Source: an optimization exercise on an open RTL-to-GDS flow (aim: a short achievable clock period and few clock cycles). Production flows keep margins and buffers that such runs may drop. The RTL was checked by simulation tests, not by an equivalence proof against the original design. Power is estimated from default activity; no workload was simulated.

`run.sh`:
```
#!/bin/bash
# synth_recipe.tcl (not shown) runs the flow's synth.tcl, then flattens the netlist and writes it again
# the make line also repeats each setting of config.mk as NAME=value (left out here)
make -C /OpenROAD-flow-scripts/flow DESIGN_CONFIG=/design/flow/config.mk WORK_HOME=/design/flow/orfs CLKGATE_MAP_FILE= SYNTH_SCRIPT=/design/flow/synth_recipe.tcl finish
```
`config.mk`:
```
export PLATFORM = sky130hd
export DESIGN_NAME = cpusim_core
export DESIGN_NICKNAME = cpusim_core
export VERILOG_FILES = /design/flow/design.v
export SDC_FILE = /design/flow/constraint.sdc
export NUM_CORES = 4
export LEC_CHECK = 0
export ABC_CLOCK_PERIOD_IN_PS = 4000
export CAP_MARGIN = 20
export CORE_MARGIN = 2
export CORE_UTILIZATION = 40
export SETUP_SLACK_MARGIN = 5
export SLEW_MARGIN = 20
```
`constraint.sdc`:
```
create_clock -name core_clock -period 10.0 [get_ports {clk}]
set_input_delay 2.0000 -clock core_clock [delete_from_list [all_inputs] [get_ports {clk}]]
set_output_delay 2.0000 -clock core_clock [all_outputs]
set_load 0.01 [all_outputs]
```
`design.v`:
```
module cpusim_core (
    input  wire        clk,
    input  wire        rst,         
    output wire        mem_re,
    output wire [9:0]  mem_raddr,
    input  wire [31:0] mem_rdata,
    output wire        mem_we,
    output wire [9:0]  mem_waddr,
    output wire [31:0] mem_wdata,
    output wire        out_valid,
    output wire [1:0]  out_reg,
    output wire [31:0] out_data,
    output wire        halted,
    output wire [2:0]  fault,
    input  wire [2:0]  dbg_sel,
    output reg  [31:0] dbg_data
);
    localparam [2:0] F_NONE = 3'd0, F_OOB = 3'd1, F_REG = 3'd2, F_DIV0 = 3'd3, F_OPC = 3'd4;
    localparam [7:0] OP_ADD = 8'h00, OP_SUB = 8'h01, OP_MUL = 8'h02, OP_DIV = 8'h03,
                     OP_AND = 8'h04, OP_OR  = 8'h05, OP_XOR = 8'h06, OP_NOT = 8'h07,
                     OP_SHL = 8'h08, OP_SHR = 8'h09,
                     OP_LOAD = 8'h10, OP_STORE = 8'h11, OP_JUMP = 8'h12, OP_JZ = 8'h13,
                     OP_JNZ = 8'h14, OP_CALL = 8'h15, OP_RET = 8'h16, OP_PUSH = 8'h17,
                     OP_POP = 8'h18, OP_HALT = 8'h19, OP_OUT = 8'h1A;
    localparam [2:0] DV_SETUP = 3'd0, DV_SHIFT = 3'd1, DV_ITER = 3'd2, DV_WB = 3'd3;
    reg        halted_r;
    reg [2:0]  fault_r;
    reg [31:0] x [0:3];
    reg [9:0]  sp;              
    reg        flag_z, flag_n, flag_o;
    reg [31:0] fa;
    reg        d_valid;
    reg [31:0] d_pc;
    reg        d_oob;           
    reg        e_valid;
    reg [31:0] e_pc;            
    reg [1:0]  e_rd;
    reg [31:0] e_s1, e_s2;      
    reg [31:0] e_wd;            
    reg [9:0]  e_wa;            
    reg [2:0]  e_fpre;          
    reg        e_ok;            
    reg        e_add, e_sub, e_mul, e_div, e_and, e_or, e_xor, e_not, e_shl, e_shr,
               e_load, e_store, e_jump, e_jz, e_jnz, e_call, e_ret, e_push, e_pop,
               e_halt, e_out;
    reg        e_miss;          
    reg        e_ph;            
    reg        e_dquick;        
    reg        e_dqv;           
    reg [31:0] m_a, m_b;
    reg [31:0] dv_a, dv_b;
    reg [2:0]  dv_st;
    reg [4:0]  dv_dz;           
    reg [3:0]  dv_n;            
    reg [31:0] dv_rem, dv_q;
    reg [32:0] dv_ab;           
    reg [34:0] dv_m3, dv_m5, dv_m7;
    reg [63:0] bt_v;            
    reg [63:0] bt_r;            
    reg [7:0]  bt_t [0:63];     
    reg [8:0]  ras [0:3];       
    reg [1:0]  ras_p;           
    reg [3:0]  c_v;
    reg [5:0]  c_tag [0:3];
    reg [31:0] c_dat [0:3];
    wire e_act = e_valid & ~halted_r;
    wire [31:0] add_r = e_s1 + e_s2;
    wire [31:0] sub_r = e_s1 - e_s2;
    wire add_o = (~e_s1[31] & ~e_s2[31] & add_r[31]) | (e_s1[31] & e_s2[31] & ~add_r[31]);
    wire sub_o = (~e_s1[31] & e_s2[31] & sub_r[31]) | (e_s1[31] & ~e_s2[31] & ~sub_r[31]);
    wire add_z = ((e_s1 ^ e_s2) == {(e_s1[30:0] | e_s2[30:0]), 1'b0});
    wire sub_z = (e_s1 == e_s2);
    wire m_go = 1'b1;
    reg  [31:0] m_r0, m_r1, m_r2, m_r3;
    wire [31:0] mpp0 = m_b[0] ? (m_a << 0) : 32'd0;
    wire [31:0] mpp1 = m_b[1] ? (m_a << 1) : 32'd0;
    wire [31:0] mpp2 = m_b[2] ? (m_a << 2) : 32'd0;
    wire [31:0] mpp3 = m_b[3] ? (m_a << 3) : 32'd0;
    wire [31:0] mpp4 = m_b[4] ? (m_a << 4) : 32'd0;
    wire [31:0] mpp5 = m_b[5] ? (m_a << 5) : 32'd0;
    wire [31:0] mpp6 = m_b[6] ? (m_a << 6) : 32'd0;
    wire [31:0] mpp7 = m_b[7] ? (m_a << 7) : 32'd0;
    wire [31:0] mpp8 = m_b[8] ? (m_a << 8) : 32'd0;
    wire [31:0] mpp9 = m_b[9] ? (m_a << 9) : 32'd0;
    wire [31:0] mpp10 = m_b[10] ? (m_a << 10) : 32'd0;
    wire [31:0] mpp11 = m_b[11] ? (m_a << 11) : 32'd0;
    wire [31:0] mpp12 = m_b[12] ? (m_a << 12) : 32'd0;
    wire [31:0] mpp13 = m_b[13] ? (m_a << 13) : 32'd0;
    wire [31:0] mpp14 = m_b[14] ? (m_a << 14) : 32'd0;
    wire [31:0] mpp15 = m_b[15] ? (m_a << 15) : 32'd0;
    wire [31:0] mpp16 = m_b[16] ? (m_a << 16) : 32'd0;
    wire [31:0] mpp17 = m_b[17] ? (m_a << 17) : 32'd0;
    wire [31:0] mpp18 = m_b[18] ? (m_a << 18) : 32'd0;
    wire [31:0] mpp19 = m_b[19] ? (m_a << 19) : 32'd0;
    wire [31:0] mpp20 = m_b[20] ? (m_a << 20) : 32'd0;
    wire [31:0] mpp21 = m_b[21] ? (m_a << 21) : 32'd0;
    wire [31:0] mpp22 = m_b[22] ? (m_a << 22) : 32'd0;
    wire [31:0] mpp23 = m_b[23] ? (m_a << 23) : 32'd0;
    wire [31:0] mpp24 = m_b[24] ? (m_a << 24) : 32'd0;
    wire [31:0] mpp25 = m_b[25] ? (m_a << 25) : 32'd0;
    wire [31:0] mpp26 = m_b[26] ? (m_a << 26) : 32'd0;
    wire [31:0] mpp27 = m_b[27] ? (m_a << 27) : 32'd0;
    wire [31:0] mpp28 = m_b[28] ? (m_a << 28) : 32'd0;
    wire [31:0] mpp29 = m_b[29] ? (m_a << 29) : 32'd0;
    wire [31:0] mpp30 = m_b[30] ? (m_a << 30) : 32'd0;
    wire [31:0] mpp31 = m_b[31] ? (m_a << 31) : 32'd0;
    wire [31:0] ml0_s0 = mpp0 ^ mpp1 ^ mpp2;
    wire [31:0] ml0_c1 = {((mpp0[30:0] & mpp1[30:0]) | (mpp0[30:0] & mpp2[30:0]) | (mpp1[30:0] & mpp2[30:0])), 1'b0};
    wire [31:0] ml0_s2 = mpp3 ^ mpp4 ^ mpp5;
    wire [31:0] ml0_c3 = {((mpp3[30:0] & mpp4[30:0]) | (mpp3[30:0] & mpp5[30:0]) | (mpp4[30:0] & mpp5[30:0])), 1'b0};
    wire [31:0] ml0_s4 = mpp6 ^ mpp7 ^ mpp8;
    wire [31:0] ml0_c5 = {((mpp6[30:0] & mpp7[30:0]) | (mpp6[30:0] & mpp8[30:0]) | (mpp7[30:0] & mpp8[30:0])), 1'b0};
    wire [31:0] ml0_s6 = mpp9 ^ mpp10 ^ mpp11;
    wire [31:0] ml0_c7 = {((mpp9[30:0] & mpp10[30:0]) | (mpp9[30:0] & mpp11[30:0]) | (mpp10[30:0] & mpp11[30:0])), 1'b0};
    wire [31:0] ml0_s8 = mpp12 ^ mpp13 ^ mpp14;
    wire [31:0] ml0_c9 = {((mpp12[30:0] & mpp13[30:0]) | (mpp12[30:0] & mpp14[30:0]) | (mpp13[30:0] & mpp14[30:0])), 1'b0};
    wire [31:0] ml0_s10 = mpp15 ^ mpp16 ^ mpp17;
    wire [31:0] ml0_c11 = {((mpp15[30:0] & mpp16[30:0]) | (mpp15[30:0] & mpp17[30:0]) | (mpp16[30:0] & mpp17[30:0])), 1'b0};
    wire [31:0] ml0_s12 = mpp18 ^ mpp19 ^ mpp20;
    wire [31:0] ml0_c13 = {((mpp18[30:0] & mpp19[30:0]) | (mpp18[30:0] & mpp20[30:0]) | (mpp19[30:0] & mpp20[30:0])), 1'b0};
    wire [31:0] ml0_s14 = mpp21 ^ mpp22 ^ mpp23;
    wire [31:0] ml0_c15 = {((mpp21[30:0] & mpp22[30:0]) | (mpp21[30:0] & mpp23[30:0]) | (mpp22[30:0] & mpp23[30:0])), 1'b0};
    wire [31:0] ml0_s16 = mpp24 ^ mpp25 ^ mpp26;
    wire [31:0] ml0_c17 = {((mpp24[30:0] & mpp25[30:0]) | (mpp24[30:0] & mpp26[30:0]) | (mpp25[30:0] & mpp26[30:0])), 1'b0};
    wire [31:0] ml0_s18 = mpp27 ^ mpp28 ^ mpp29;
    wire [31:0] ml0_c19 = {((mpp27[30:0] & mpp28[30:0]) | (mpp27[30:0] & mpp29[30:0]) | (mpp28[30:0] & mpp29[30:0])), 1'b0};
    wire [31:0] ml1_s0 = ml0_s0 ^ ml0_c1 ^ ml0_s2;
    wire [31:0] ml1_c1 = {((ml0_s0[30:0] & ml0_c1[30:0]) | (ml0_s0[30:0] & ml0_s2[30:0]) | (ml0_c1[30:0] & ml0_s2[30:0])), 1'b0};
    wire [31:0] ml1_s2 = ml0_c3 ^ ml0_s4 ^ ml0_c5;
    wire [31:0] ml1_c3 = {((ml0_c3[30:0] & ml0_s4[30:0]) | (ml0_c3[30:0] & ml0_c5[30:0]) | (ml0_s4[30:0] & ml0_c5[30:0])), 1'b0};
    wire [31:0] ml1_s4 = ml0_s6 ^ ml0_c7 ^ ml0_s8;
    wire [31:0] ml1_c5 = {((ml0_s6[30:0] & ml0_c7[30:0]) | (ml0_s6[30:0] & ml0_s8[30:0]) | (ml0_c7[30:0] & ml0_s8[30:0])), 1'b0};
    wire [31:0] ml1_s6 = ml0_c9 ^ ml0_s10 ^ ml0_c11;
    wire [31:0] ml1_c7 = {((ml0_c9[30:0] & ml0_s10[30:0]) | (ml0_c9[30:0] & ml0_c11[30:0]) | (ml0_s10[30:0] & ml0_c11[30:0])), 1'b0};
    wire [31:0] ml1_s8 = ml0_s12 ^ ml0_c13 ^ ml0_s14;
    wire [31:0] ml1_c9 = {((ml0_s12[30:0] & ml0_c13[30:0]) | (ml0_s12[30:0] & ml0_s14[30:0]) | (ml0_c13[30:0] & ml0_s14[30:0])), 1'b0};
    wire [31:0] ml1_s10 = ml0_c15 ^ ml0_s16 ^ ml0_c17;
    wire [31:0] ml1_c11 = {((ml0_c15[30:0] & ml0_s16[30:0]) | (ml0_c15[30:0] & ml0_c17[30:0]) | (ml0_s16[30:0] & ml0_c17[30:0])), 1'b0};
    wire [31:0] ml1_s12 = ml0_s18 ^ ml0_c19 ^ mpp30;
    wire [31:0] ml1_c13 = {((ml0_s18[30:0] & ml0_c19[30:0]) | (ml0_s18[30:0] & mpp30[30:0]) | (ml0_c19[30:0] & mpp30[30:0])), 1'b0};
    wire [31:0] ml2_s0 = ml1_s0 ^ ml1_c1 ^ ml1_s2;
    wire [31:0] ml2_c1 = {((ml1_s0[30:0] & ml1_c1[30:0]) | (ml1_s0[30:0] & ml1_s2[30:0]) | (ml1_c1[30:0] & ml1_s2[30:0])), 1'b0};
    wire [31:0] ml2_s2 = ml1_c3 ^ ml1_s4 ^ ml1_c5;
    wire [31:0] ml2_c3 = {((ml1_c3[30:0] & ml1_s4[30:0]) | (ml1_c3[30:0] & ml1_c5[30:0]) | (ml1_s4[30:0] & ml1_c5[30:0])), 1'b0};
    wire [31:0] ml2_s4 = ml1_s6 ^ ml1_c7 ^ ml1_s8;
    wire [31:0] ml2_c5 = {((ml1_s6[30:0] & ml1_c7[30:0]) | (ml1_s6[30:0] & ml1_s8[30:0]) | (ml1_c7[30:0] & ml1_s8[30:0])), 1'b0};
    wire [31:0] ml2_s6 = ml1_c9 ^ ml1_s10 ^ ml1_c11;
    wire [31:0] ml2_c7 = {((ml1_c9[30:0] & ml1_s10[30:0]) | (ml1_c9[30:0] & ml1_c11[30:0]) | (ml1_s10[30:0] & ml1_c11[30:0])), 1'b0};
    wire [31:0] ml2_s8 = ml1_s12 ^ ml1_c13 ^ mpp31;
    wire [31:0] ml2_c9 = {((ml1_s12[30:0] & ml1_c13[30:0]) | (ml1_s12[30:0] & mpp31[30:0]) | (ml1_c13[30:0] & mpp31[30:0])), 1'b0};
    wire [31:0] ml3_s0 = ml2_s0 ^ ml2_c1 ^ ml2_s2;
    wire [31:0] ml3_c1 = {((ml2_s0[30:0] & ml2_c1[30:0]) | (ml2_s0[30:0] & ml2_s2[30:0]) | (ml2_c1[30:0] & ml2_s2[30:0])), 1'b0};
    wire [31:0] ml3_s2 = ml2_c3 ^ ml2_s4 ^ ml2_c5;
    wire [31:0] ml3_c3 = {((ml2_c3[30:0] & ml2_s4[30:0]) | (ml2_c3[30:0] & ml2_c5[30:0]) | (ml2_s4[30:0] & ml2_c5[30:0])), 1'b0};
    wire [31:0] ml3_s4 = ml2_s6 ^ ml2_c7 ^ ml2_s8;
    wire [31:0] ml3_c5 = {((ml2_s6[30:0] & ml2_c7[30:0]) | (ml2_s6[30:0] & ml2_s8[30:0]) | (ml2_c7[30:0] & ml2_s8[30:0])), 1'b0};
    wire [31:0] ml4_s0 = ml3_s0 ^ ml3_c1 ^ ml3_s2;
    wire [31:0] ml4_c1 = {((ml3_s0[30:0] & ml3_c1[30:0]) | (ml3_s0[30:0] & ml3_s2[30:0]) | (ml3_c1[30:0] & ml3_s2[30:0])), 1'b0};
    wire [31:0] ml4_s2 = ml3_c3 ^ ml3_s4 ^ ml3_c5;
    wire [31:0] ml4_c3 = {((ml3_c3[30:0] & ml3_s4[30:0]) | (ml3_c3[30:0] & ml3_c5[30:0]) | (ml3_s4[30:0] & ml3_c5[30:0])), 1'b0};
    wire [31:0] ml5_s0 = ml4_s0 ^ ml4_c1 ^ ml4_s2;
    wire [31:0] ml5_c1 = {((ml4_s0[30:0] & ml4_c1[30:0]) | (ml4_s0[30:0] & ml4_s2[30:0]) | (ml4_c1[30:0] & ml4_s2[30:0])), 1'b0};
    wire [31:0] m_n0 = ml5_s0;
    wire [31:0] m_n1 = ml5_c1;
    wire [31:0] m_n2 = ml4_c3;
    wire [31:0] m_n3 = ml2_c9;
    wire [31:0] ml6_s0 = m_r0 ^ m_r1 ^ m_r2;
    wire [31:0] ml6_c1 = {((m_r0[30:0] & m_r1[30:0]) | (m_r0[30:0] & m_r2[30:0]) | (m_r1[30:0] & m_r2[30:0])), 1'b0};
    wire [31:0] ml7_s0 = ml6_s0 ^ ml6_c1 ^ m_r3;
    wire [31:0] ml7_c1 = {((ml6_s0[30:0] & ml6_c1[30:0]) | (ml6_s0[30:0] & m_r3[30:0]) | (ml6_c1[30:0] & m_r3[30:0])), 1'b0};
    wire [31:0] m_fa = ml7_s0;
    wire [31:0] m_fb = ml7_c1;
    always @(posedge clk) if (m_go) begin
        m_r0 <= m_n0;
        m_r1 <= m_n1;
        m_r2 <= m_n2;
        m_r3 <= m_n3;
    end
    wire [31:0] mul_r = m_fa + m_fb;
    function [4:0] msb32(input [31:0] v);      
        integer i;
        reg [31:0] above;
        begin
            above[31] = 1'b0;
            for (i = 30; i >= 0; i = i - 1)
                above[i] = above[i + 1] | v[i + 1];
            msb32 = 5'd0;
            for (i = 0; i < 32; i = i + 1)
                if (v[i] & ~above[i])
                    msb32 = msb32 | i[4:0];
        end
    endfunction
    wire        dv_lt1 = (dv_a < dv_b);
    wire        dv_lt2 = ({1'b0, dv_a} < {dv_b, 1'b0});
    reg  [3:0]  dv_s;
    always @(*) begin
        case (dv_dz)
            5'd0, 5'd1, 5'd2:    dv_s = 4'd0;
            5'd3, 5'd4, 5'd5:    dv_s = 4'd1;
            5'd6, 5'd7, 5'd8:    dv_s = 4'd2;
            5'd9, 5'd10, 5'd11:  dv_s = 4'd3;
            5'd12, 5'd13, 5'd14: dv_s = 4'd4;
            5'd15, 5'd16, 5'd17: dv_s = 4'd5;
            5'd18, 5'd19, 5'd20: dv_s = 4'd6;
            5'd21, 5'd22, 5'd23: dv_s = 4'd7;
            5'd24, 5'd25, 5'd26: dv_s = 4'd8;
            5'd27, 5'd28, 5'd29: dv_s = 4'd9;
            default:             dv_s = 4'd10;
        endcase
    end
    reg  [31:0] dv_rem0;
    reg  [32:0] dv_ab0;
    always @(*) begin
        case (dv_s)
            4'd0:    begin dv_rem0 = dv_a >> 3;  dv_ab0 = {dv_a[2:0],  30'd0}; end
            4'd1:    begin dv_rem0 = dv_a >> 6;  dv_ab0 = {dv_a[5:0],  27'd0}; end
            4'd2:    begin dv_rem0 = dv_a >> 9;  dv_ab0 = {dv_a[8:0],  24'd0}; end
            4'd3:    begin dv_rem0 = dv_a >> 12; dv_ab0 = {dv_a[11:0], 21'd0}; end
            4'd4:    begin dv_rem0 = dv_a >> 15; dv_ab0 = {dv_a[14:0], 18'd0}; end
            4'd5:    begin dv_rem0 = dv_a >> 18; dv_ab0 = {dv_a[17:0], 15'd0}; end
            4'd6:    begin dv_rem0 = dv_a >> 21; dv_ab0 = {dv_a[20:0], 12'd0}; end
            4'd7:    begin dv_rem0 = dv_a >> 24; dv_ab0 = {dv_a[23:0], 9'd0};  end
            4'd8:    begin dv_rem0 = dv_a >> 27; dv_ab0 = {dv_a[26:0], 6'd0};  end
            4'd9:    begin dv_rem0 = dv_a >> 30; dv_ab0 = {dv_a[29:0], 3'd0};  end
            default: begin dv_rem0 = 32'd0;      dv_ab0 = {1'b0, dv_a};        end
        endcase
    end
    wire [34:0] dv_x  = {dv_rem, dv_ab[32:30]};
    wire [34:0] dv_b1 = {3'd0, dv_b};
    wire [34:0] dv_b2 = {2'd0, dv_b, 1'b0};
    wire [34:0] dv_b4 = {1'd0, dv_b, 2'b0};
    wire [35:0] dv_d1 = {1'b0, dv_x} - {1'b0, dv_b1};
    wire [35:0] dv_d2 = {1'b0, dv_x} - {1'b0, dv_b2};
    wire [35:0] dv_d3 = {1'b0, dv_x} - {1'b0, dv_m3};
    wire [35:0] dv_d4 = {1'b0, dv_x} - {1'b0, dv_b4};
    wire [35:0] dv_d5 = {1'b0, dv_x} - {1'b0, dv_m5};
    wire [35:0] dv_d6 = {1'b0, dv_x} - {1'b0, dv_m3[33:0], 1'b0};
    wire [35:0] dv_d7 = {1'b0, dv_x} - {1'b0, dv_m7};
    reg  [2:0]  dv_q3;
    reg  [31:0] dv_rn;
    always @(*) begin
        if (!dv_d7[35])      begin dv_q3 = 3'd7; dv_rn = dv_d7[31:0]; end
        else if (!dv_d6[35]) begin dv_q3 = 3'd6; dv_rn = dv_d6[31:0]; end
        else if (!dv_d5[35]) begin dv_q3 = 3'd5; dv_rn = dv_d5[31:0]; end
        else if (!dv_d4[35]) begin dv_q3 = 3'd4; dv_rn = dv_d4[31:0]; end
        else if (!dv_d3[35]) begin dv_q3 = 3'd3; dv_rn = dv_d3[31:0]; end
        else if (!dv_d2[35]) begin dv_q3 = 3'd2; dv_rn = dv_d2[31:0]; end
        else if (!dv_d1[35]) begin dv_q3 = 3'd1; dv_rn = dv_d1[31:0]; end
        else                 begin dv_q3 = 3'd0; dv_rn = dv_x[31:0];  end
    end
    wire div0   = e_div & (dv_b == 32'd0);
    wire st_oob = e_store & ((|e_s1[31:10]) | (&e_s1[9:2] & |e_s1[1:0]));
    wire [2:0] e_fcode = ~e_ok  ? e_fpre :
                         div0   ? F_DIV0 :
                         st_oob ? F_OOB  : F_NONE;
    wire e_halt_now = e_act & (~e_ok | div0 | st_oob | e_halt);
    wire e_stall = e_act & ((e_mul & ~e_ph) |
                            (e_div & (dv_st != DV_WB) & ~((dv_st == DV_SETUP) & e_dquick)) |
                            (e_miss & ~e_ph));
    wire e_done  = e_act & ~e_stall;
    wire e_free  = ~e_act | e_done;
    wire e_wrins = e_add | e_sub | e_mul | e_div | e_and | e_or | e_xor | e_not |
                   e_shl | e_shr | e_load | e_pop;
    wire e_wrb   = e_done & e_wrins;                  
    wire e_early = e_load | (e_pop & ~e_miss);        
    reg [31:0] e_res;
    always @(*) begin
        e_res = 32'd0;
        if (e_add)  e_res = e_res | add_r;
        if (e_sub)  e_res = e_res | sub_r;
        if (e_and)  e_res = e_res | (e_s1 & e_s2);
        if (e_or)   e_res = e_res | (e_s1 | e_s2);
        if (e_xor)  e_res = e_res | (e_s1 ^ e_s2);
        if (e_not)  e_res = e_res | ~e_s1;
        if (e_shl)  e_res = e_res | (e_s1 << e_s2[4:0]);
        if (e_shr)  e_res = e_res | (e_s1 >> e_s2[4:0]);
        if (e_early) e_res = e_res | e_s1;
        if (e_pop & e_miss) e_res = e_res | mem_rdata;
        if (e_mul)  e_res = e_res | mul_r;
        if (e_div)  e_res = e_res | (e_dquick ? {31'd0, e_dqv} : dv_q);
    end
    wire [31:0] e_pc4   = e_pc + 32'd4;
    wire [31:0] p_next  = d_valid ? d_pc : fa;
    wire e_taken = e_jump | e_call | (e_ret & ~e_miss) | (e_jz & flag_z) | (e_jnz & ~flag_z);
    wire e_self  = (e_s1 == e_pc);                    
    wire [31:0] e_next = (e_taken & ~e_self) ? e_s1 : e_pc4;
    wire e_wrong = (e_taken & ~e_self) ? (e_s1 != p_next) : (e_pc4 != p_next);
    wire st_code = e_store & (e_s1[9:0] < 10'h103);   
    wire e_redir = e_done & ((e_miss & e_ph) | st_code | e_wrong);
    wire [31:0] e_tgt = (e_miss & e_ret) ? ((mem_rdata == e_pc) ? e_pc4 : mem_rdata) : e_next;
    wire e_pushlike = e_act & (e_push | e_call);
    wire e_poplike  = e_act & (e_pop | e_ret);
    wire [31:0] ins = mem_rdata;
    wire [7:0] opc = ins[31:24];
    wire [7:0] op0 = ins[23:16];
    wire [7:0] op1 = ins[15:8];
    wire [7:0] op2 = ins[7:0];
    wire i_add = opc == OP_ADD,  i_sub = opc == OP_SUB,  i_mul = opc == OP_MUL;
    wire i_div = opc == OP_DIV,  i_and = opc == OP_AND,  i_or  = opc == OP_OR;
    wire i_xor = opc == OP_XOR,  i_not = opc == OP_NOT,  i_shl = opc == OP_SHL;
    wire i_shr = opc == OP_SHR,  i_load = opc == OP_LOAD, i_store = opc == OP_STORE;
    wire i_jump = opc == OP_JUMP, i_jz = opc == OP_JZ,   i_jnz = opc == OP_JNZ;
    wire i_call = opc == OP_CALL, i_ret = opc == OP_RET, i_push = opc == OP_PUSH;
    wire i_pop = opc == OP_POP,  i_halt = opc == OP_HALT, i_out = opc == OP_OUT;
    wire i_alu3  = (opc <= OP_SHR) && (opc != OP_NOT);
    wire i_valid = (opc <= OP_SHR) || ((opc >= OP_LOAD) && (opc <= OP_OUT));
    wire bad0 = |op0[7:2];
    wire bad1 = |op1[7:2];
    wire bad2 = |op2[7:2];
    wire use0 = i_alu3 | i_not | i_load | i_store | i_call | i_push | i_pop | i_out;
    wire use1 = i_alu3 | i_not | i_store;
    wire use2 = i_alu3;
    wire badreg = (use0 & bad0) | (use1 & bad1) | (use2 & bad2);
    wire hit0 = e_wrb && e_rd == op0[1:0];
    wire hit1 = e_wrb && e_rd == op1[1:0];
    wire hit2 = e_wrb && e_rd == op2[1:0];
    wire [31:0] r0v = hit0 ? e_res : x[op0[1:0]];
    wire [31:0] r1v = hit1 ? e_res : x[op1[1:0]];
    wire [31:0] r2v = hit2 ? e_res : x[op2[1:0]];
    wire [31:0] r1e = hit1 ? e_s1 : x[op1[1:0]];
    wire [31:0] r2e = hit2 ? e_s1 : x[op2[1:0]];
    wire late12 = (hit1 | hit2) & ~e_early;
    wire dq_lt1 = (r1e < r2e);
    wire dq_lt2 = ({1'b0, r1e} < {r2e, 1'b0});
    wire d_dquick = ~late12 & dq_lt2;
    wire [9:0] sp_spec = e_pushlike ? sp - 10'd4 : e_poplike ? sp + 10'd4 : sp;
    wire [7:0] tw  = sp_spec[9:2];
    wire [1:0] tix = tw[1:0];
    wire [9:0] sa  = e_s1[9:0];
    wire [7:0] sa1 = sa[9:2] + 8'd1;
    wire st_ovl = e_act & e_store & ((sa[9:2] == tw) | ((sa[1:0] != 2'd0) & (sa1 == tw)));
    wire top_hit = e_pushlike | (c_v[tix] & (c_tag[tix] == tw[7:2]) & ~st_ovl);
    wire [31:0] top = e_pushlike ? e_wd : c_dat[tix];
    wire sp_full  = (sp_spec == 10'h200);
    wire sp_empty = (sp_spec == 10'h300);
    reg [2:0] d_fault;
    always @(*) begin
        d_fault = F_NONE;
        if (d_oob)                                    d_fault = F_OOB;
        else if (!i_valid)                            d_fault = F_OPC;
        else if (badreg)                              d_fault = F_REG;
        else if ((i_call | i_push) & sp_full)         d_fault = F_OOB;
        else if ((i_ret | i_pop) & sp_empty)          d_fault = F_OOB;
    end
    wire [5:0]  fix  = fa[7:2];
    wire        f_in = ~|fa[31:8];
    wire [31:0] f_pred = (f_in & bt_v[fix]) ?
                         (bt_r[fix] ? {23'd0, ras[ras_p]} : {24'd0, bt_t[fix]}) :
                         fa + 32'd4;
    wire st_read = e_act & e_miss & ~e_ph;                    
    assign mem_re    = 1'b1;
    assign mem_raddr = st_read ? sp : (e_stall ? d_pc[9:0] : fa[9:0]);
    assign mem_we    = e_act & (e_store | e_push | e_call) & e_ok & ~st_oob;
    assign mem_waddr = e_wa;
    assign mem_wdata = e_wd;
    assign out_valid = e_act & e_out & e_ok;
    assign out_reg   = e_rd;
    assign out_data  = e_wd;
    assign halted = halted_r | e_halt_now;
    assign fault  = halted_r ? fault_r : e_fcode;
    always @(*) begin
        case (dbg_sel)
            3'd0: dbg_data = x[0];
            3'd1: dbg_data = x[1];
            3'd2: dbg_data = x[2];
            3'd3: dbg_data = x[3];
            3'd4: dbg_data = e_pc;
            3'd5: dbg_data = {22'd0, sp};
            3'd6: dbg_data = {29'd0, flag_o, flag_n, flag_z};
            default: dbg_data = 32'h0000_0300;    
        endcase
    end
    wire e_commit = e_done & e_ok;
    integer i;
    always @(posedge clk) begin
        if (rst) begin
            halted_r <= 1'b0;
            fault_r  <= F_NONE;
            x[0] <= 32'd0;
            x[1] <= 32'd0;
            x[2] <= 32'd0;
            x[3] <= 32'd0;
            sp <= 10'h300;
            flag_z <= 1'b0;
            flag_n <= 1'b0;
            flag_o <= 1'b0;
            fa <= 32'd0;
            d_valid <= 1'b0;
            e_valid <= 1'b0;
            e_ph <= 1'b0;
            dv_st <= DV_SETUP;
            c_v <= 4'd0;
            bt_v <= 64'd0;
            ras_p <= 2'd0;
            for (i = 0; i < 4; i = i + 1)
                ras[i] <= 9'd0;
        end else if (!halted_r) begin
            if (e_halt_now) begin
                halted_r <= 1'b1;
                fault_r  <= e_fcode;
            end
            if (e_commit) begin
                if (e_wrins)
                    x[e_rd] <= e_res;
                if (e_add | e_sub) begin
                    flag_z <= e_add ? add_z : sub_z;
                    flag_n <= e_res[31];
                    flag_o <= e_add ? add_o : sub_o;
                end
                if (e_push | e_call) begin
                    sp <= sp - 10'd4;
                    c_v[e_wa[3:2]]   <= 1'b1;
                    c_tag[e_wa[3:2]] <= e_wa[9:4];
                    c_dat[e_wa[3:2]] <= e_wd;
                end
                if (e_pop | e_ret)
                    sp <= sp + 10'd4;
                bt_v[e_pc[7:2]] <= e_ret | (e_taken & ~e_self & ~|e_s1[31:8]);
                bt_r[e_pc[7:2]] <= e_ret;
                bt_t[e_pc[7:2]] <= e_s1[7:0];
                if (e_call) begin
                    ras[ras_p + 2'd1] <= e_pc4[8:0];
                    ras_p <= ras_p + 2'd1;
                end else if (e_ret)
                    ras_p <= ras_p - 2'd1;
            end
            if (e_act & e_store)
                for (i = 0; i < 4; i = i + 1)
                    if ((c_tag[i] == sa[9:4] && i[1:0] == sa[3:2]) ||
                        (sa[1:0] != 2'd0 && c_tag[i] == sa1[7:2] && i[1:0] == sa1[1:0]))
                        c_v[i] <= 1'b0;
            if (e_act)
                e_ph <= (e_mul | e_miss) & ~e_ph;
            if (e_act & e_div) begin
                case (dv_st)
                    DV_SETUP: if (!e_dquick) begin
                        if (dv_lt2) begin
                            dv_q  <= {31'd0, ~dv_lt1};
                            dv_st <= DV_WB;
                        end else begin
                            dv_st <= DV_SHIFT;
                            dv_dz <= msb32(dv_a) - msb32(dv_b);
                        end
                        dv_m3 <= {3'd0, dv_b} + {2'd0, dv_b, 1'b0};
                        dv_m5 <= {3'd0, dv_b} + {1'd0, dv_b, 2'b0};
                        dv_m7 <= {dv_b, 3'b0} - {3'd0, dv_b};
                    end
                    DV_SHIFT: begin
                        dv_st  <= DV_ITER;
                        dv_n   <= dv_s;
                        dv_rem <= dv_rem0;
                        dv_ab  <= dv_ab0;
                        dv_q   <= 32'd0;
                    end
                    DV_ITER: begin
                        dv_rem <= dv_rn;
                        dv_ab  <= {dv_ab[29:0], 3'b000};
                        dv_q   <= {dv_q[28:0], dv_q3};
                        dv_n   <= dv_n - 4'd1;
                        if (dv_n == 4'd0)
                            dv_st <= DV_WB;
                    end
                    default: dv_st <= DV_SETUP;
                endcase
            end
            if (e_redir)
                e_valid <= 1'b0;
            else if (e_free) begin
                e_valid  <= d_valid;
                if (!e_halt_now)
                    e_pc <= d_pc;
                e_rd     <= op0[1:0];
                e_fpre   <= d_fault;
                e_ok     <= (d_fault == F_NONE);
                e_add <= i_add & ~d_oob;  e_sub <= i_sub & ~d_oob;
                e_mul <= i_mul & ~d_oob;  e_div <= i_div & ~d_oob;
                e_and <= i_and & ~d_oob;  e_or  <= i_or  & ~d_oob;
                e_xor <= i_xor & ~d_oob;  e_not <= i_not & ~d_oob;
                e_shl <= i_shl & ~d_oob;  e_shr <= i_shr & ~d_oob;
                e_load <= i_load & ~d_oob; e_store <= i_store & ~d_oob;
                e_jump <= i_jump & ~d_oob; e_jz <= i_jz & ~d_oob;
                e_jnz <= i_jnz & ~d_oob;
                e_call <= i_call & ~d_oob; e_ret <= i_ret & ~d_oob;
                e_push <= i_push & ~d_oob; e_pop <= i_pop & ~d_oob;
                e_halt <= i_halt & ~d_oob; e_out <= i_out & ~d_oob;
                e_miss <= (i_pop | i_ret) & ~top_hit & ~d_oob;
                e_s1 <= (i_load | i_jump | i_jz | i_jnz) ? {24'd0, (i_load ? op1 : op0)} :
                        (i_pop | i_ret) ? top : i_call ? r0v : r1v;
                e_s2 <= r2v;
                e_wd <= i_call ? d_pc : r0v;
                e_wa <= i_store ? r1v[9:0] : sp_spec - 10'd4;
                e_dquick <= d_dquick;
                e_dqv    <= ~dq_lt1;
                if (i_mul) begin
                    m_a <= r1v;
                    m_b <= r2v;
                end
                if (i_div) begin
                    dv_a <= r1v;
                    dv_b <= r2v;
                end
            end
            if (st_read) begin
                d_valid <= 1'b0;
            end else if (e_redir) begin
                fa      <= e_tgt;
                d_valid <= 1'b0;
            end else if (!e_stall) begin
                d_pc    <= fa;
                d_oob   <= |fa[31:8];
                d_valid <= 1'b1;
                fa      <= f_pred;
            end
        end
    end
endmodule
```
==> summary.txt, run 1 <==
FILL cells=27200; outcome=no timing/DRC/antenna violations; Sw Share=0.371; P_int=0.0146 W; drt pass-1 iters=9; post-synth cell types=114; CP startpoint kind=primary input; Syn Inst Count=11300; yosys synthesis warning count=1; Congestion Overflow GR=0; Mapped Area=120000 µm²; largest net degree at the start of global routing=133; vias in the first global route=96100; via/cell ratio=6.37; Residual DRC=0; CP Max Fanout=6; initial antenna violation count=35; fmax=191 MHz; setup TNS=0 ns; Post-synth EDFFs=1428; fin. max-slew vios=0; Req. time, crit path=8.00 ns; Total GRT Usage=0.329; placed instance count=15100; via count=100000; non-filler instance count after layout=15700; TritonCTS Buffers=190; max-cap violations=0; Die Y=552 µm; crit share post-route=0.524; most frequent cells in the layout=edfxtp_1, nand2_1, nor2_1; endpoints failing setup=0; combinational share of power=0.338; die width=552 µm; ANT nets after route=0; Clock Power Share=0.304; reg2reg setup slack=4.88 ns; core area=299000 µm²; TritonCTS clock tree=yes; I/O pins=162; Yosys reg bits=1630; most common cell after layout, fill and taps aside=edfxtp_1; top_reg_cell synth=edfxtp_1; Sink Count=1630; Data arrival, critical path=3.24 ns; syn nets=12500; WL final=514000 µm; hold_ws=0.470 ns; dpl hpwl=369000 µm; Final Skew=0.134 ns; GP Congestion=1.06; wire length per cell=32.7 µm; Async SR Flop Fraction=0; Tightest Pin Transition=1.23 ns; Syn Area/Cell=10.6 µm²; static leakage=52.2 nW; worst min path class=reg2reg; first-pass GRT wire length=718000 µm; standard-cell rows=201; sw power=0.00864 W; Detailed Route Iter0 Violations=12900; starting density of the core=0.401; layout cells sized above 1=0.163; Worst-Skew Late Latency=0.91 ns; CP endpoint kind=output pin; unrepaired setup endpoints after global routing=true; register area share after synthesis=0.391; Power Density=169 nW/µm²; Crit Path Category=in2out; H-tree lvl count=4; final hold vios=0; Tmin final=5.24 ns; Reg clk slew, reported paths=0.06 ns; Max VDD drop=0.164 mV; clock buffer depth=4; CTS root buffer=clkbuf_16; Sequential Power Share=0.359; area grow syn2layout=15.0%; Die Area=304000 µm²; Slew HR=0.173; Nets=12700; port buffer count=160
[critical path: stages]
cell and delay [ns]:
buf_16 0.12, buf_16 0.14, buf_4 0.11, mux4_2 0.51, inv_2 0.10, o22ai_2 0.09
buf_2 0.15
[path summary, 6_finish.rpt]
| check | start | endpoint | cells past startpoint |
|---|---|---|---|
| worst max-delay path | dbg_sel[0] | dbg_data[5] | 7 |
| worst min-delay path | bt_v[46] | bt_v[46] | 2 |
| worst max register to register | e_s2[0] | e_s1[2] | 13 |
| worst min register to register | bt_v[46] | bt_v[46] | 2 |
[flip-flops by register name, summed over array words and instances (netlist names), 33 cells and up, named ones only]
| register | cells |
|---|---|
| bt_t | 512 |
| dv_ab | 33 |
| bt_r | 64 |
| x | 128 |
| c_dat | 128 |
| dv_m7 | 35 |
| bt_v | 64 |
| dv_m5 | 34 |
| ras | 36 |
[cells by family after synthesis]
group,count (synthesis),share of synthesized area
simple gates,3202,0.129
compound gates,2634,0.143
flops,1630,0.391
buf+inv,1458,0.0475
fa+ha+maj,1132,0.145
xor+xnor,647,0.0475
mux,632,0.0972
other cells,1,0.0000313
[area by class of cell]
class | count | area [µm²] | area share
diodes | 29 | 72.6 | 0.000526
clock buffers | 224 | 4960 | 0.0360
clock inverters | 119 | 1190 | 0.00861
inverters | 744 | 2970 | 0.0215
multi-input cells | 8251 | 69500 | 0.504
flip-flops and latches | 1630 | 46900 | 0.340
well taps | 3958 | 4950 | 0.0359
repair buffers | 753 | 7260 | 0.0527
[power groups by stage]
stage,clock (W),combinational [W],sequential [W]
2_1_floorplan,0,0.00418,0.00825
3_3_place_gp,0,0.00708,0.00848
3_5_place_dp,0,0.00706,0.00848
4_1_cts,0.00715,0.00745,0.00833
5_1_grt,0.00739,0.00805,0.00836
6_report,0.00707,0.00786,0.00835
[what timing repair did]
action	CTS	global route
setup buffers	175	87
gates resized for setup	663	208
cloned	16	7
hold buffers	0	0
pin swaps	51	48
endpoints found under the hold margin	0	0
endpoints found under the setup margin	1111	961
[metrics by stage]
step / total power, W / util / cell area [µm²] / setup slack, ns
floorplan: 0.0124 / - / 120000 / 3.09
global placement: 0.0156 / 0.422 / 126000 / 3.33
detailed placement: 0.0155 / 0.423 / 126000 / 3.40
CTS: 0.0229 / 0.455 / 136000 / 4.73
global route: 0.0238 / 0.461 / 138000 / 4.72
finish: 0.0233 / 0.461 / 138000 / 4.76
[synth_stat cells, types with 86 or more instances]
cell,instances,area (µm²)
edfxtp_1,1428,42900
nand2_1,876,3290
nor2_1,854,3210
inv_1,735,2760
ha_1,705,8820
o21ai_0,677,3390
a21oi_1,617,3090
clkbuf_1,553,2080
and2_1,448,2800
xnor2_1,446,3910
fa_1,425,8510
mux4_2,420,9460
dfxtp_1,202,4040
xor2_1,199,1740
nor3_1,192,961
nand3_1,190,951
a22oi_1,161,1210
mux2i_1,158,1580
a21o_1,154,1160
nand2b_1,110,688
nand4_1,105,657
a211oi_1,103,773
o21a_1,93,698
a31oi_1,86,538
[metal layers]
layer / GRT usage / part of all wire
met3: 0.0709 / 0.10
met2: 0.500 / 0.44
met5: 0 / 0.00026
met4: 0.191 / 0.070
met1: 0.433 / 0.39
Testbench counts, summed over its fixed seeds: cycles 67,491.
==> run 2, diff against run 1 <==
--- a/design.v
+++ b/design.v
@@ -48,6 +48,9 @@
     reg        e_dquick;        
     reg        e_dqv;           
     reg [31:0] m_a, m_b;
+    reg        e_mq;            
+    reg [1:0]  m_sm;            
+    reg [31:0] m_big;           
     reg [31:0] dv_a, dv_b;
     reg [2:0]  dv_st;
     reg [4:0]  dv_dz;           
@@ -177,6 +180,8 @@
         m_r3 <= m_n3;
     end
     wire [31:0] mul_r = m_fa + m_fb;
+    wire [31:0] mul_q = m_sm[1] ? ((m_sm[0] ? m_big : 32'd0) + {m_big[30:0], 1'b0}) :
+                                  (m_sm[0] ? m_big : 32'd0);
     function [4:0] msb32(input [31:0] v);      
         integer i;
         reg [31:0] above;
@@ -254,7 +259,7 @@
                          div0   ? F_DIV0 :
                          st_oob ? F_OOB  : F_NONE;
     wire e_halt_now = e_act & (~e_ok | div0 | st_oob | e_halt);
-    wire e_stall = e_act & ((e_mul & ~e_ph) |
+    wire e_stall = e_act & ((e_mul & ~e_mq & ~e_ph) |
                             (e_div & (dv_st != DV_WB) & ~((dv_st == DV_SETUP) & e_dquick)) |
                             (e_miss & ~e_ph));
     wire e_done  = e_act & ~e_stall;
@@ -276,7 +281,7 @@
         if (e_shr)  e_res = e_res | (e_s1 >> e_s2[4:0]);
         if (e_early) e_res = e_res | e_s1;
         if (e_pop & e_miss) e_res = e_res | mem_rdata;
-        if (e_mul)  e_res = e_res | mul_r;
+        if (e_mul)  e_res = e_res | (e_mq ? mul_q : mul_r);
         if (e_div)  e_res = e_res | (e_dquick ? {31'd0, e_dqv} : dv_q);
     end
     wire [31:0] e_pc4   = e_pc + 32'd4;
@@ -319,10 +324,14 @@
     wire [31:0] r2v = hit2 ? e_res : x[op2[1:0]];
     wire [31:0] r1e = hit1 ? e_s1 : x[op1[1:0]];
     wire [31:0] r2e = hit2 ? e_s1 : x[op2[1:0]];
-    wire late12 = (hit1 | hit2) & ~e_early;
+    wire late1 = hit1 & ~e_early;
+    wire late2 = hit2 & ~e_early;
+    wire late12 = late1 | late2;
     wire dq_lt1 = (r1e < r2e);
     wire dq_lt2 = ({1'b0, r1e} < {r2e, 1'b0});
     wire d_dquick = ~late12 & dq_lt2;
+    wire mq2 = ~late2 & ~|r2e[31:2];
+    wire mq1 = ~late1 & ~|r1e[31:2];
     wire [9:0] sp_spec = e_pushlike ? sp - 10'd4 : e_poplike ? sp + 10'd4 : sp;
     wire [7:0] tw  = sp_spec[9:2];
     wire [1:0] tix = tw[1:0];
@@ -342,6 +351,13 @@
         else if ((i_call | i_push) & sp_full)         d_fault = F_OOB;
         else if ((i_ret | i_pop) & sp_empty)          d_fault = F_OOB;
     end
+    wire [31:0] r0e = hit0 ? e_s1 : x[op0[1:0]];
+    wire late0 = hit0 & ~e_early;
+    wire fa_seq = (fa == d_pc + 32'd4);
+    wire d_j_imm = i_jump | ((i_jz | i_jnz) & (op0 < d_pc[7:0]));
+    wire d_j_call = i_call & ~late0;
+    wire d_sredir = d_valid & ~d_oob & fa_seq & (d_j_imm | d_j_call);
+    wire [31:0] d_stgt = i_call ? r0e : {24'd0, op0};
     wire [5:0]  fix  = fa[7:2];
     wire        f_in = ~|fa[31:8];
     wire [31:0] f_pred = (f_in & bt_v[fix]) ?
@@ -356,21 +372,20 @@
     assign out_valid = e_act & e_out & e_ok;
     assign out_reg   = e_rd;
     assign out_data  = e_wd;
-    assign halted = halted_r | e_halt_now;
-    assign fault  = halted_r ? fault_r : e_fcode;
-    always @(*) begin
-        case (dbg_sel)
-            3'd0: dbg_data = x[0];
-            3'd1: dbg_data = x[1];
-            3'd2: dbg_data = x[2];
-            3'd3: dbg_data = x[3];
-            3'd4: dbg_data = e_pc;
-            3'd5: dbg_data = {22'd0, sp};
-            3'd6: dbg_data = {29'd0, flag_o, flag_n, flag_z};
-            default: dbg_data = 32'h0000_0300;    
-        endcase
-    end
+    assign halted = halted_r | (e_act & (~e_ok | e_halt));
+    assign fault  = halted_r ? fault_r : (e_ok ? F_NONE : e_fpre);
+    always @(*)
+        dbg_data = ({32{dbg_sel == 3'd0}} & x[0]) |
+                   ({32{dbg_sel == 3'd1}} & x[1]) |
+                   ({32{dbg_sel == 3'd2}} & x[2]) |
+                   ({32{dbg_sel == 3'd3}} & x[3]) |
+                   ({32{dbg_sel == 3'd4}} & e_pc) |
+                   ({32{dbg_sel == 3'd5}} & {22'd0, sp}) |
+                   ({32{dbg_sel == 3'd6}} & {29'd0, flag_o, flag_n, flag_z}) |
+                   ({32{dbg_sel == 3'd7}} & 32'h0000_0300);
     wire e_commit = e_done & e_ok;
+    wire e_take = e_free & ~e_redir;                  
+    wire f_go   = ~st_read & ~e_redir & ~e_stall;     
     integer i;
     always @(posedge clk) begin
         if (rst) begin
@@ -409,15 +424,11 @@
                 end
                 if (e_push | e_call) begin
                     sp <= sp - 10'd4;
-                    c_v[e_wa[3:2]]   <= 1'b1;
-                    c_tag[e_wa[3:2]] <= e_wa[9:4];
-                    c_dat[e_wa[3:2]] <= e_wd;
+                    c_v[e_wa[3:2]] <= 1'b1;
                 end
                 if (e_pop | e_ret)
                     sp <= sp + 10'd4;
                 bt_v[e_pc[7:2]] <= e_ret | (e_taken & ~e_self & ~|e_s1[31:8]);
-                bt_r[e_pc[7:2]] <= e_ret;
-                bt_t[e_pc[7:2]] <= e_s1[7:0];
                 if (e_call) begin
                     ras[ras_p + 2'd1] <= e_pc4[8:0];
                     ras_p <= ras_p + 2'd1;
@@ -430,87 +441,103 @@
                         (sa[1:0] != 2'd0 && c_tag[i] == sa1[7:2] && i[1:0] == sa1[1:0]))
                         c_v[i] <= 1'b0;
             if (e_act)
-                e_ph <= (e_mul | e_miss) & ~e_ph;
+                e_ph <= ((e_mul & ~e_mq) | e_miss) & ~e_ph;
             if (e_act & e_div) begin
                 case (dv_st)
-                    DV_SETUP: if (!e_dquick) begin
-                        if (dv_lt2) begin
-                            dv_q  <= {31'd0, ~dv_lt1};
-                            dv_st <= DV_WB;
-                        end else begin
-                            dv_st <= DV_SHIFT;
-                            dv_dz <= msb32(dv_a) - msb32(dv_b);
-                        end
-                        dv_m3 <= {3'd0, dv_b} + {2'd0, dv_b, 1'b0};
-                        dv_m5 <= {3'd0, dv_b} + {1'd0, dv_b, 2'b0};
-                        dv_m7 <= {dv_b, 3'b0} - {3'd0, dv_b};
-                    end
-                    DV_SHIFT: begin
-                        dv_st  <= DV_ITER;
-                        dv_n   <= dv_s;
-                        dv_rem <= dv_rem0;
-                        dv_ab  <= dv_ab0;
-                        dv_q   <= 32'd0;
-                    end
-                    DV_ITER: begin
-                        dv_rem <= dv_rn;
-                        dv_ab  <= {dv_ab[29:0], 3'b000};
-                        dv_q   <= {dv_q[28:0], dv_q3};
-                        dv_n   <= dv_n - 4'd1;
-                        if (dv_n == 4'd0)
-                            dv_st <= DV_WB;
-                    end
-                    default: dv_st <= DV_SETUP;
+                    DV_SETUP: if (!e_dquick) dv_st <= dv_lt2 ? DV_WB : DV_SHIFT;
+                    DV_SHIFT: dv_st <= DV_ITER;
+                    DV_ITER:  if (dv_n == 4'd0) dv_st <= DV_WB;
+                    default:  dv_st <= DV_SETUP;
                 endcase
             end
             if (e_redir)
                 e_valid <= 1'b0;
-            else if (e_free) begin
-                e_valid  <= d_valid;
-                if (!e_halt_now)
-                    e_pc <= d_pc;
-                e_rd     <= op0[1:0];
-                e_fpre   <= d_fault;
-                e_ok     <= (d_fault == F_NONE);
-                e_add <= i_add & ~d_oob;  e_sub <= i_sub & ~d_oob;
-                e_mul <= i_mul & ~d_oob;  e_div <= i_div & ~d_oob;
-                e_and <= i_and & ~d_oob;  e_or  <= i_or  & ~d_oob;
-                e_xor <= i_xor & ~d_oob;  e_not <= i_not & ~d_oob;
-                e_shl <= i_shl & ~d_oob;  e_shr <= i_shr & ~d_oob;
-                e_load <= i_load & ~d_oob; e_store <= i_store & ~d_oob;
-                e_jump <= i_jump & ~d_oob; e_jz <= i_jz & ~d_oob;
-                e_jnz <= i_jnz & ~d_oob;
-                e_call <= i_call & ~d_oob; e_ret <= i_ret & ~d_oob;
-                e_push <= i_push & ~d_oob; e_pop <= i_pop & ~d_oob;
-                e_halt <= i_halt & ~d_oob; e_out <= i_out & ~d_oob;
-                e_miss <= (i_pop | i_ret) & ~top_hit & ~d_oob;
-                e_s1 <= (i_load | i_jump | i_jz | i_jnz) ? {24'd0, (i_load ? op1 : op0)} :
-                        (i_pop | i_ret) ? top : i_call ? r0v : r1v;
-                e_s2 <= r2v;
-                e_wd <= i_call ? d_pc : r0v;
-                e_wa <= i_store ? r1v[9:0] : sp_spec - 10'd4;
-                e_dquick <= d_dquick;
-                e_dqv    <= ~dq_lt1;
-                if (i_mul) begin
-                    m_a <= r1v;
-                    m_b <= r2v;
-                end
-                if (i_div) begin
-                    dv_a <= r1v;
-                    dv_b <= r2v;
-                end
-            end
+            else if (e_free)
+                e_valid <= d_valid;
             if (st_read) begin
                 d_valid <= 1'b0;
             end else if (e_redir) begin
                 fa      <= e_tgt;
                 d_valid <= 1'b0;
             end else if (!e_stall) begin
-                d_pc    <= fa;
-                d_oob   <= |fa[31:8];
-                d_valid <= 1'b1;
-                fa      <= f_pred;
+                d_valid <= ~d_sredir;
+                fa      <= d_sredir ? d_stgt : f_pred;
+            end
+        end
+    end
+    always @(posedge clk) begin
+        if (e_commit & (e_push | e_call)) begin
+            c_tag[e_wa[3:2]] <= e_wa[9:4];
+            c_dat[e_wa[3:2]] <= e_wd;
+        end
+        if (e_commit) begin
+            bt_r[e_pc[7:2]] <= e_ret;
+            bt_t[e_pc[7:2]] <= e_s1[7:0];
+        end
+        if (e_act & e_div) begin
+            case (dv_st)
+                DV_SETUP: begin
+                    dv_q  <= {31'd0, ~dv_lt1};
+                    dv_dz <= msb32(dv_a) - msb32(dv_b);
+                    dv_m3 <= {3'd0, dv_b} + {2'd0, dv_b, 1'b0};
+                    dv_m5 <= {3'd0, dv_b} + {1'd0, dv_b, 2'b0};
+                    dv_m7 <= {dv_b, 3'b0} - {3'd0, dv_b};
+                end
+                DV_SHIFT: begin
+                    dv_n   <= dv_s;
+                    dv_rem <= dv_rem0;
+                    dv_ab  <= dv_ab0;
+                    dv_q   <= 32'd0;
+                end
+                DV_ITER: begin
+                    dv_rem <= dv_rn;
+                    dv_ab  <= {dv_ab[29:0], 3'b000};
+                    dv_q   <= {dv_q[28:0], dv_q3};
+                    dv_n   <= dv_n - 4'd1;
+                end
+                default: ;
+            endcase
+        end
+        if (e_take & ~e_halt_now & ~halted_r)
+            e_pc <= d_pc;                             
+        if (e_take) begin
+            e_rd     <= op0[1:0];
+            e_fpre   <= d_fault;
+            e_ok     <= (d_fault == F_NONE);
+            e_add <= i_add & ~d_oob;  e_sub <= i_sub & ~d_oob;
+            e_mul <= i_mul & ~d_oob;  e_div <= i_div & ~d_oob;
+            e_and <= i_and & ~d_oob;  e_or  <= i_or  & ~d_oob;
+            e_xor <= i_xor & ~d_oob;  e_not <= i_not & ~d_oob;
+            e_shl <= i_shl & ~d_oob;  e_shr <= i_shr & ~d_oob;
+            e_load <= i_load & ~d_oob; e_store <= i_store & ~d_oob;
+            e_jump <= i_jump & ~d_oob; e_jz <= i_jz & ~d_oob;
+            e_jnz <= i_jnz & ~d_oob;
+            e_call <= i_call & ~d_oob; e_ret <= i_ret & ~d_oob;
+            e_push <= i_push & ~d_oob; e_pop <= i_pop & ~d_oob;
+            e_halt <= i_halt & ~d_oob; e_out <= i_out & ~d_oob;
+            e_miss <= (i_pop | i_ret) & ~top_hit & ~d_oob;
+            e_s1 <= (i_load | i_jump | i_jz | i_jnz) ? {24'd0, (i_load ? op1 : op0)} :
+                    (i_pop | i_ret) ? top : i_call ? r0v : r1v;
+            e_s2 <= r2v;
+            e_wd <= i_call ? d_pc : r0v;
+            e_wa <= i_store ? r1v[9:0] : sp_spec - 10'd4;
+            e_dquick <= d_dquick;
+            e_dqv    <= ~dq_lt1;
+            e_mq <= mq1 | mq2;
+            if (i_mul) begin
+                m_a <= r1v;
+                m_b <= r2v;
+                m_sm  <= mq2 ? r2e[1:0] : r1e[1:0];
+                m_big <= mq2 ? r1v : r2v;
             end
+            if (i_div) begin
+                dv_a <= r1v;
+                dv_b <= r2v;
+            end
+        end
+        if (f_go) begin
+            d_pc  <= fa;
+            d_oob <= |fa[31:8];
         end
     end
 endmodule
==> run 2 against run 1 <==
  * Largest power group is now combinational logic
  * Critical path depth unchanged
  * Sequential share of layout area is 1.0 points lower
  * Clock power is 8.1% higher
  * Core utilization up 0.42 points
  * Largest cell class unchanged
  * Register-to-register slack hardly changed
  * Fmax down 1.6%
==> summary.txt, run 2 <==
largest net degree at the start of global routing=85 (was 133); slowest cell on the critical path=o22ai_4 (was mux4_2); Async SR Flop Fraction=0 (unchanged); placed cell areas=133000 µm² (was 126000 µm²); clock buffer depth=4 (unchanged); Syn Inst Count=12100 (was 11300); H-tree lvl count=4 (unchanged); main area contributors after synthesis=edfxtp_1, ha_1, mux4_2 (was edfxtp_1, mux4_2, ha_1); Worst-Skew Late Latency=1.01 ns (was 0.91 ns); top cell type's share of synthesized area=0.349 (was 0.358); GP Congestion=1.10 (was 1.06); Final Skew=0.162 ns (was 0.134 ns); outcome=no timing/DRC/antenna violations (unchanged); WL final=588000 µm (was 514000 µm); Nets=13600 (was 12700); worst min path class=reg2reg (unchanged); I/O pins=162 (unchanged); Detailed Route Iter0 Violations=16800 (was 12900); endpoints failing setup=0 (unchanged); Total GRT Usage=0.358 (was 0.329); fin. max-slew vios=0 (unchanged); syn nets=13300 (was 12500); static leakage=55.3 nW (was 52.2 nW); yosys synthesis warning count=1 (unchanged); vias in the first global route=104000 (was 96100); most frequent cells in the layout=edfxtp_1, nor2_1, nand2_1 (was edfxtp_1, nand2_1, nor2_1); total power=0.0339 W (was 0.0233 W); Largest stage delay, worst path=0.40 ns (was 0.51 ns); TritonCTS Buffers=196 (was 190); post-synth cell types=105 (was 114); via count=110000 (was 100000); fmax=188 MHz (was 191 MHz); area grow syn2layout=15.6% (was 15.0%); setup TNS=0 ns (unchanged); Reg clk slew, reported paths=0.06 ns (about the same); TritonCTS clock tree=yes (unchanged); first-pass GRT wire length=811000 µm (was 718000 µm); Max VDD drop=0.156 mV (was 0.164 mV); Syn Area/Cell=10.4 µm² (was 10.6 µm²); Tmin final=5.32 ns (was 5.24 ns); synth cell count leaders=edfxtp_1, nor2_1, nand2_1 (was edfxtp_1, nand2_1, nor2_1); drt pass-1 iters=9 (unchanged); top_reg_cell synth=edfxtp_1 (unchanged); max reg flops=512 (unchanged); count leader, synth=edfxtp_1 (unchanged); port buffer count=160 (unchanged); core area=312000 µm² (was 299000 µm²); ANT nets after route=0 (unchanged); Congestion Overflow GR=0 (unchanged); most common cell after layout, fill and taps aside=edfxtp_1 (unchanged); Post-Layout Inst Area=145000 µm² (was 138000 µm²); Crit Path Category=in2out (unchanged); starting density of the core=0.403 (was 0.401); standard-cell rows=205 (was 201); Buf+Inv Stages, Crit Path=4 (was 5); Hold-fix buffers, CTS=0 (unchanged); via/cell ratio=6.58 (was 6.37); Slew HR=0.0766 (was 0.173); CP startpoint kind=primary input (unchanged); Mapped Area=126000 µm² (was 120000 µm²); final hold vios=0 (unchanged); Data arrival, critical path=3.32 ns (was 3.24 ns); Residual DRC=0 (unchanged); Die Y=565 µm (was 552 µm); Req. time, crit path=8.00 ns (about the same); Sink Count=1665 (was 1630); Yosys reg bits=1665 (was 1630); initial antenna violation count=62 (was 35); Die Area=319000 µm² (was 304000 µm²); Power Density=233 nW/µm² (was 169 nW/µm²); Yosys top cell by area=edfxtp_1 (unchanged); Post-synth EDFFs=1463 (was 1428); CP endpoint kind=output pin (unchanged); register area share after synthesis=0.381 (was 0.391); Crit path max-delay family=buffers and inverters (unchanged); dpl hpwl=426000 µm (was 369000 µm); layout cells sized above 1=0.159 (was 0.163); wire length per cell=35.1 µm (was 32.7 µm); die width=565 µm (was 552 µm); FILL cells=28800 (was 27200); Tightest Pin Transition=1.38 ns (was 1.23 ns); unrepaired setup endpoints after global routing=true (unchanged); CP Cell Sequence=buf_16, clkinvlp_4, buf_12, nor2_1, a21oi_1, o22ai_4, buf_6 (was buf_16, buf_16, buf_4, mux4_2, inv_2, o22ai_2, buf_2); CTS root buffer=clkbuf_16 (unchanged); crit share post-route=0.532 (was 0.524); CP Max Fanout=22 (was 6); max-cap violations=0 (unchanged)
-- run 2: area by class of cell --
cell class | count | area (µm²) | share of cell area
sequential | 1665 | 48000 | 0.330
antenna | 49 | 123 | 0.000844
timing repair buffer | 816 | 8090 | 0.0556
clock buffer | 231 | 5170 | 0.0356
clock inverter | 128 | 1520 | 0.0105
inverter | 758 | 2920 | 0.0201
multi-input combinational | 8946 | 74400 | 0.512
tap | 4140 | 5180 | 0.0356
-- run 2: power breakdown --
group          internal [W]  switching [W]  total [W]
Sequential          0.00852       0.000941    0.00946
Combinational       0.00553         0.0113     0.0168
Clock               0.00439        0.00325    0.00764
-- run 2: metal layers --
metal | part of all wire | global-route usage | wire length [µm]
met5 | 0.00078 | 0.00506 | 459
met4 | 0.077 | 0.231 | 45100
met3 | 0.12 | 0.115 | 73000
met2 | 0.42 | 0.516 | 246000
met1 | 0.38 | 0.462 | 223000
-- run 2: cells by family after synthesis --
| group | share of synthesized area |
|---|---|
| XOR/XNOR | 0.0512 |
| multiplexers | 0.0947 |
| other | 0.0000298 |
| flip-flops | 0.381 |
| buffers and inverters | 0.0474 |
| AO/OA/AOI/OAI | 0.151 |
| adder cells (fa/ha/maj) | 0.142 |
| AND/OR/NAND/NOR | 0.132 |
-- run 2: what timing repair did --
action,in CTS,in global routing
endpoints found under the hold margin,0,0
gates cloned,15,10
endpoints found under the setup margin,898,456
gates resized for setup,604,256
setup buffers,186,84
pin swaps,74,65
-- run 2: worst register-to-register path: stages, from the launching register on --
cell and delay (ns):
dfxtp_1 0.30, ha_1 0.29, ha_1 0.28, ha_1 0.33, o21ai_0 0.26, a2111oi_4 0.47, nand3_1 0.15, o2111a_1 0.33
o31ai_4 0.38, a21oi_1 0.14, mux2i_1 0.61, a21oi_1 0.20, o211a_1 0.18, nand3_1 0.31, a21oi_1 0.25, a21oi_2 0.47
-- run 2: path summary, 6_finish.rpt --
path / slack [ns] / startpoint / cells past startpoint / to
hold / removal: 0.47 / bt_v[21] / 2 / bt_v[21]
setup / recovery: 4.68 / dbg_sel[0] / 7 / dbg_data[30]
hold reg to reg: 0.47 / bt_v[21] / 2 / bt_v[21]
setup reg to reg: 4.88 / m_r0[15] / 15 / e_wd[31]
-- run 2: metrics by stage --
| stage | hold WS [ns] | std cells | setup WS [ns] | util |
|---|---|---|---|---|
| 2_1_floorplan | 0.403 | 12100 | 1.63 | - |
| 6_report | 0.473 | 16700 | 4.68 | 0.465 |
| 4_1_cts | 0.474 | 16600 | 4.70 | 0.458 |
| 3_3_place_gp | 0.453 | 16000 | 2.89 | 0.425 |
| 3_5_place_dp | 0.458 | 16000 | 2.87 | 0.425 |
| 5_1_grt | 0.492 | 16700 | 4.70 | 0.465 |
Testbench counts of run 2, summed over its fixed seeds: cycles 66,723.

==> re-timing with driven ports <==
How much do the figures lean on ideal ports? The routed layouts below were timed once more, with nothing changed but the port constraints.
Step 1 assumes that a clkbuf_16 drives the clock port and a buf_2 every other input.
Step 2 moves the port delays by t, midway between the first and last clock arrival at a register: inputs arrive t later, outputs are due t later. That takes back most of the time a late clock gives input paths.
Three values: ideal, step 1, step 2; two values: the first two.
run | t, ns | setup slack, ns | worst setup path after step 2 | pins driven straight from the clock port
run 1 | 0.963 | 4.762 / 4.472 / 4.049 | input to register | 1
run 2 | 1.040 | 4.676 / 4.407 / 3.834 | input to register | 1
After both steps setup and hold are still met in every run listed. For run 2, which loses most, drivers alone change the setup slack by -0.269 ns; drivers and shift together by -0.842 ns.
